This is an optimization exercise on Yosys and OpenROAD, whose aim is small area, not a production implementation. Function was checked by simulation only, so behaviour that the tests miss may differ from the original. No activity file was given, so power comes from the tool's default toggle rates.

== job 7164 ==
// ir_engine
module ir_engine (
    input  wire        clk,
    input  wire        rst,           
    input  wire        us_step,       
    input  wire        ir_in,         
    input  wire        bus_valid,
    input  wire        bus_write,
    input  wire [7:0]  bus_addr,      
    input  wire [2:0]  bus_size,      
    input  wire [31:0] bus_wdata,
    output reg  [31:0] bus_rdata,
    output wire        ir_out,
    output wire        tx_active,
    output wire        irq
);
For scale: about 1400 flip-flops, about 84 I/O pins.
clock: 140.0 ns
lec_check: 0
cap_margin: 40
core_margin: 2
core_utilization: 25
place_density: 0.45
slew_margin: 20
run.sh (not shown) runs the stock make flow with config.mk's settings and CLKGATE_MAP_FILE= SYNTH_SCRIPT=/design/flow/synth_recipe.tcl, a recipe that flattens the netlist after the stock synthesis.
Looking at the reports, job 7164 completed the entire flow and the layout it produced met the timing, design-rule and antenna checks.
Changes in job 3675 relative to job 7164:
Settings: changing CAP_MARGIN from 40 to 20; changing CORE_UTILIZATION from 25 to 45; setting CTS_BUF_LIST to sky130_fd_sc_hd__clkbuf_8 for the first time; changing PLACE_DENSITY from 0.45 to 0.65.
==> flow/flow/run.sh (new file) <==
#!/bin/bash
# Layout flow: the standard synthesis, then an area-oriented re-mapping of its
# combinational logic (registers, their names and cell types untouched), then
# the standard layout steps from the re-mapped netlist.
set -euo pipefail
W=$(pwd)
R=$W/orfs/results/$FLOW_PLATFORM/ir_engine/base
LIB=$FLOW_HOME/platforms/$FLOW_PLATFORM/lib/sky130_fd_sc_hd__tt_025C_1v80.lib

# 1. standard synthesis
bash standard.sh synth > $W/flow_synth.log 2>&1

# 2. re-map the combinational logic
cp $R/1_2_yosys.v $W/std_synth.v
DU=$(grep -o -- "-dont_use [^ ]*" $W/orfs/logs/$FLOW_PLATFORM/ir_engine/base/1_2_yosys.log | sort -u | tr '\n' ' ')
KEEP=$(grep -o "sky130_fd_sc_hd__[a-z0-9_]*" $W/std_synth.v | sort -u | grep -E "__(e?df|sdf|dl|conb)" | tr '\n' ' ')
cat > $W/resyn.abc <<EOS
strash
&get -n
&deepsyn -T 60
&put
dch -f
map -a
EOS
yosys -l $W/flow_resyn.log -p "
read_liberty -ignore_miss_func $LIB
read_verilog $W/std_synth.v
hierarchy -top $FLOW_TOP
blackbox $KEEP
flatten
opt -purge
abc -liberty $LIB $DU -script $W/resyn.abc
opt_clean -purge
setundef -zero
splitnets
opt_clean -purge
hilomap -singleton -hicell sky130_fd_sc_hd__conb_1 HI -locell sky130_fd_sc_hd__conb_1 LO
insbuf -buf sky130_fd_sc_hd__buf_4 A X
opt_clean -purge
check
tee -o $W/resyn_stat.txt stat -liberty $LIB
write_verilog -noattr -nohex -nodec $W/resyn.v
" > /dev/null
cp $W/resyn.v $R/1_2_yosys.v
touch $R/1_2_yosys.v $R/1_2_yosys.sdc
rm -f $R/1_synth.odb $R/1_synth.sdc

# 3. standard layout from the re-mapped netlist
bash standard.sh > $W/flow_layout.log 2>&1
==> flow/standard.sh (new file) <==
#!/bin/bash
# synth_recipe.tcl (not shown) runs the flow's synth.tcl, then flattens the netlist and writes it again
# the make line also repeats each setting of config.mk as NAME=value (left out here)
make -C /OpenROAD-flow-scripts/flow DESIGN_CONFIG=/design/flow/config.mk WORK_HOME=/design/flow/orfs CLKGATE_MAP_FILE= SYNTH_SCRIPT=/design/flow/synth_recipe.tcl "${@:-finish}"
removed: flow/run.sh
## What came out
Compared with job 7164, job 3675 shows placed standard-cell area lower by 16000 µm². Taking job 7164 as the reference, in job 3675 first-pass GRT wire length moved down, clock-cell share of area went up 0.20 points. Looking at cell type of the slowest stage on the worst timing path, the sky130_fd_sc_hd__clkinv_1 result is from job 3675; the sky130_fd_sc_hd__a2111oi_1 one comes from job 7164. Relative to job 7164, clock-buffer cell count increased by 38 in job 3675. The setup slack in job 3675 was lower than what job 7164 gave. Mean instance size in the synthesized netlist, job 3675 and job 7164: smaller value in job 3675. Taking job 7164 as the reference, in job 3675 power now smaller; number of buffers created by CTS climbed 62; inverter count of the layout excluding clock inverters rose 390; post-layout utilization of the core shows an increase of 22 points.
[inputs] job 1037 vs job 3675
Settings: changing CAP_MARGIN from 20 to 40; changing PLACE_DENSITY from 0.65 to 0.45; removing CTS_BUF_LIST (formerly sky130_fd_sc_hd__clkbuf_8); changing CORE_UTILIZATION from 45 to 25.
==> comparison <==
- Summary of job 1037 over job 3675: number of clock buffer instances in the layout shrank by 37; clock network latency to the later pin of the worst-skew pair shrank by 0.17 ns; met1 wire length grew by about 23%; final worst slack shrank by 0.48 ns.

---

Setup of lane 1:
Another version of the RTL of ir_engine (not shown whole).
For scale: about 5000 cells after synthesis, roughly 84 I/O pins.
Settings: LEC_CHECK=0, CAP_MARGIN=20, CORE_MARGIN=2, CORE_UTILIZATION=45, PLACE_DENSITY=0.65, SLEW_MARGIN=20; clock period 140.0 ns.
standard.sh (not shown) runs the stock make flow with config.mk's settings and CLKGATE_MAP_FILE= SYNTH_SCRIPT=/design/flow/synth_recipe.tcl, a recipe that flattens the netlist after the stock synthesis.
==> flow/flow/run.sh <==
#!/bin/bash
# Layout flow: the standard synthesis, then an area-oriented re-mapping of its
# combinational logic (registers, their names and cell types untouched), then
# the standard layout steps from the re-mapped netlist.
set -euo pipefail
W=$(pwd)
R=$W/orfs/results/$FLOW_PLATFORM/ir_engine/base
LIB=$FLOW_HOME/platforms/$FLOW_PLATFORM/lib/sky130_fd_sc_hd__tt_025C_1v80.lib

# 1. standard synthesis
bash standard.sh synth > $W/flow_synth.log 2>&1

# 2. re-map the combinational logic
cp $R/1_2_yosys.v $W/std_synth.v
DU=$(grep -o -- "-dont_use [^ ]*" $W/orfs/logs/$FLOW_PLATFORM/ir_engine/base/1_2_yosys.log | sort -u | tr '\n' ' ')
KEEP=$(grep -o "sky130_fd_sc_hd__[a-z0-9_]*" $W/std_synth.v | sort -u | grep -E "__(e?df|sdf|dl|conb)" | tr '\n' ' ')
cat > $W/resyn.abc <<EOS
strash
&get -n
&deepsyn -T 60
&nf -a -R 1000
&put
EOS
yosys -l $W/flow_resyn.log -p "
read_liberty -ignore_miss_func $LIB
read_verilog $W/std_synth.v
hierarchy -top $FLOW_TOP
blackbox $KEEP
flatten
opt -purge
abc -liberty $LIB $DU -script $W/resyn.abc
opt_clean -purge
setundef -zero
splitnets
opt_clean -purge
hilomap -singleton -hicell sky130_fd_sc_hd__conb_1 HI -locell sky130_fd_sc_hd__conb_1 LO
insbuf -buf sky130_fd_sc_hd__buf_4 A X
opt_clean -purge
check
tee -o $W/resyn_stat.txt stat -liberty $LIB
write_verilog -noattr -nohex -nodec $W/resyn.v
" > /dev/null
cp $W/resyn.v $R/1_2_yosys.v
touch $R/1_2_yosys.v $R/1_2_yosys.sdc
rm -f $R/1_synth.odb $R/1_synth.sdc

# 3. standard layout from the re-mapped netlist
# clock tree without dummy balancing loads
CTS="-sink_clustering_enable -repair_clock_nets -dont_use_dummy_load -buf_list sky130_fd_sc_hd__clkbuf_8 -sink_clustering_size 18 -sink_clustering_max_diameter 50"
bash standard.sh "CTS_ARGS=$CTS" "BUFFER_PORTS_ARGS=-buffer_cell sky130_fd_sc_hd__buf_1" finish > $W/flow_layout.log 2>&1
The final layout from lane 1, which completed every stage, passed the timing, design-rule and antenna checks at the end of the flow.
Inputs modified between lane 1 and lane 2:
diff --git a/flow/flow/run.sh b/flow/flow/run.sh
--- a/flow/flow/run.sh
+++ b/flow/flow/run.sh
@@ -19,6 +19,7 @@
 &get -n
 &deepsyn -T 60
-&nf -a -R 1000
 &put
+dch -f
+map -a
 EOS
 yosys -l $W/flow_resyn.log -p "
@@ -47,4 +48,4 @@
 # 3. standard layout from the re-mapped netlist
 # clock tree without dummy balancing loads
-CTS="-sink_clustering_enable -repair_clock_nets -dont_use_dummy_load -buf_list sky130_fd_sc_hd__clkbuf_8 -sink_clustering_size 18 -sink_clustering_max_diameter 50"
-bash standard.sh "CTS_ARGS=$CTS" "BUFFER_PORTS_ARGS=-buffer_cell sky130_fd_sc_hd__buf_1" finish > $W/flow_layout.log 2>&1
+CTS="-sink_clustering_enable -repair_clock_nets -dont_use_dummy_load -buf_list sky130_fd_sc_hd__clkbuf_8"
+bash standard.sh "CTS_ARGS=$CTS" finish > $W/flow_layout.log 2>&1
--- outcome ---
- Lane 2 against lane 1: actual transition at the worst max-transition pin moved up, utilization of the core after routing +1.2 points, sequential share of layout area went down 2.4 points.
- Total setup violations reported at the end of the flow: lane 2 vs lane 1 identical
- Portion of the layout cell area used by non-clock buffers was lower in lane 1 than in lane 2.
- Across both runs, wire length was higher for lane 2 than for lane 1.
- Compared with lane 1, lane 2 has extra setup slack.
- Looking at global-route wire length before repair, lane 2 sits 8800 um higher than lane 1 does.
- As far as number of sinks driven by the clock tree goes, lane 1 and lane 2 are indistinguishable; the numbers are identical.
- Worst hold margin: lane 2 better than lane 1
- In terms of required arrival time at the worst endpoint, lane 2 and lane 1 differ only marginally.
#### Input delta (lane 3 over lane 2)
- PLACE_DENSITY now 0.7, was 0.65
- SLEW_MARGIN now 10, was 20
- CORE_UTILIZATION now 55, was 45
- CAP_MARGIN now 10, was 20
diff --git a/flow/flow/run.sh b/flow/flow/run.sh
--- a/flow/flow/run.sh
+++ b/flow/flow/run.sh
@@ -19,7 +19,6 @@
 &get -n
 &deepsyn -T 60
+&nf -a -R 1000
 &put
-dch -f
-map -a
 EOS
 yosys -l $W/flow_resyn.log -p "
@@ -48,4 +47,4 @@
 # 3. standard layout from the re-mapped netlist
 # clock tree without dummy balancing loads
-CTS="-sink_clustering_enable -repair_clock_nets -dont_use_dummy_load -buf_list sky130_fd_sc_hd__clkbuf_8"
-bash standard.sh "CTS_ARGS=$CTS" finish > $W/flow_layout.log 2>&1
+CTS="-sink_clustering_enable -repair_clock_nets -dont_use_dummy_load -buf_list sky130_fd_sc_hd__clkbuf_8 -sink_clustering_size 16 -sink_clustering_max_diameter 50"
+bash standard.sh "CTS_ARGS=$CTS" "BUFFER_PORTS_ARGS=-buffer_cell sky130_fd_sc_hd__buf_1" finish > $W/flow_layout.log 2>&1
==> comparison <==
- Routed wire length in lane 3 is about 7% lower than in lane 2
- Summary of lane 3 over lane 2: global-route usage shows an increase of 4.8 points; count of buffers not belonging to the clock network in the layout grew by about 14%; clock period minus worst slack increased by 6.11 ns relative to the old numbers; vertical die dimension dropped 10%.
- The flow did not stop early for lane 3: all stages ran, and the layout cleared the timing, design-rule and antenna checks.
- Lane 3 ended up with a lower layout buffering overhead excluding clock cells than lane 2 did.
- Design area (lane 3 vs. lane 2) decreases by a few percent
- Lane 3 ends up with a final core utilization that is 9.7 points higher than in lane 2.
Relative to lane 3, the following input files were edited for lane 4:
- changing SLEW_MARGIN from 10 to 20
- changing CORE_UTILIZATION from 55 to 45
- changing PLACE_DENSITY from 0.7 to 0.65
- changing CAP_MARGIN from 10 to 20
diff --git a/flow/flow/run.sh b/flow/flow/run.sh
--- a/flow/flow/run.sh
+++ b/flow/flow/run.sh
@@ -47,4 +47,4 @@
 # 3. standard layout from the re-mapped netlist
 # clock tree without dummy balancing loads
-CTS="-sink_clustering_enable -repair_clock_nets -dont_use_dummy_load -buf_list sky130_fd_sc_hd__clkbuf_8 -sink_clustering_size 16 -sink_clustering_max_diameter 50"
+CTS="-sink_clustering_enable -repair_clock_nets -dont_use_dummy_load -buf_list sky130_fd_sc_hd__clkbuf_16 -sink_clustering_size 30 -sink_clustering_max_diameter 50"
 bash standard.sh "CTS_ARGS=$CTS" "BUFFER_PORTS_ARGS=-buffer_cell sky130_fd_sc_hd__buf_1" finish > $W/flow_layout.log 2>&1
==> notes.md <==
- Routed length on met2 (lane 4 vs. lane 3) increases by a little under 10%
- Going from lane 3 to lane 4, the sequential fraction of total cell area was found to have gone down by 1.3 points.
- The filler cell count in the final layout in lane 4 is 1.3 times that in lane 3.
- Total clock buffers created by CTS ended up about 15% lower on lane 4 than on lane 3.
- Lane 4 ends up with a power in combinational cells that is about 2% higher than in lane 3.
- [lane 4] utilization fell 10 points relative to lane 3
- Higher area of the placeable core was reported by lane 4, not lane 3.
- Re cell area: lane 3 and lane 4 aren't equal, and the higher value belongs to lane 4.
- Lane 4 — multi-input logic portion of the cell area 0.70 points lower, lane 3 as reference
- The higher wire length of the first global-routing pass of lane 3 and lane 4 is in lane 4.
Relative to lane 4, the following input files were edited for lane 5:
diff --git a/flow/flow/run.sh b/flow/flow/run.sh
--- a/flow/flow/run.sh
+++ b/flow/flow/run.sh
@@ -47,4 +47,4 @@
 # 3. standard layout from the re-mapped netlist
 # clock tree without dummy balancing loads
-CTS="-sink_clustering_enable -repair_clock_nets -dont_use_dummy_load -buf_list sky130_fd_sc_hd__clkbuf_16 -sink_clustering_size 30 -sink_clustering_max_diameter 50"
+CTS="-sink_clustering_enable -repair_clock_nets -dont_use_dummy_load -buf_list sky130_fd_sc_hd__clkbuf_8 -sink_clustering_size 16 -sink_clustering_max_diameter 50"
 bash standard.sh "CTS_ARGS=$CTS" "BUFFER_PORTS_ARGS=-buffer_cell sky130_fd_sc_hd__buf_1" finish > $W/flow_layout.log 2>&1
--- outcome ---
The final cell count was comparable across lane 5 and lane 4.
Lane 4 → lane 5: sequential power level, overall power consumption shrank by about 9%, clock period minus final worst setup slack went up, part of the total power dissipated in combinational logic picked up an extra 0.5 points.
On post-detailed-routing wire length, lane 5 and lane 4 are basically level.
Between lane 5 and lane 4, the met3 demand-to-capacity share in global routing figures differ only marginally.
Any difference in routed length per placed instance between lane 4 and lane 5 is small enough to ignore.

## re-timing with driven ports
In the flow no input, the clock included, has a driving cell. The finished layouts below were timed again as built, in two steps. Step 1: set_driving_cell puts a clkbuf_16 on clk and a buf_2 on each other input, an assumption about the parent block. Step 2 also shifts input and output timing later by t, the mid clock arrival at the registers, as if the neighbouring blocks saw the same clock. Slacks: no drivers / after step 1 / after step 2; pairs: no drivers / after step 1.
run | shift t [ns] | setup WS [ns] | worst hold slack (ns) | cell pins on the clock port's net
job 7164 | 0.886 | 99.731 / 99.731 / 99.731 | 0.460 / 0.460 / 0.460 | 1
job 3675 | 1.046 | 94.193 / 94.193 / 94.193 | 0.459 / 0.459 / 0.459 | 1
job 1037 | 0.884 | 93.710 / 93.710 / 93.710 | 0.444 / 0.444 / 0.444 | 1
lane 1 | 0.893 | 88.582 / 88.582 / 88.582 | 0.451 / 0.451 / 0.451 | 1
lane 2 | 0.997 | 94.089 / 94.089 / 94.089 | 0.460 / 0.460 / 0.460 | 1
lane 3 | 0.887 | 87.982 / 87.982 / 87.982 | 0.453 / 0.453 / 0.453 | 1
lane 4 | 0.784 | 88.630 / 88.630 / 88.630 | 0.448 / 0.448 / 0.448 | 1
lane 5 | 0.940 | 88.528 / 88.528 / 88.528 | 0.448 / 0.448 / 0.448 | 1
After both steps setup and hold are still met in every run listed.
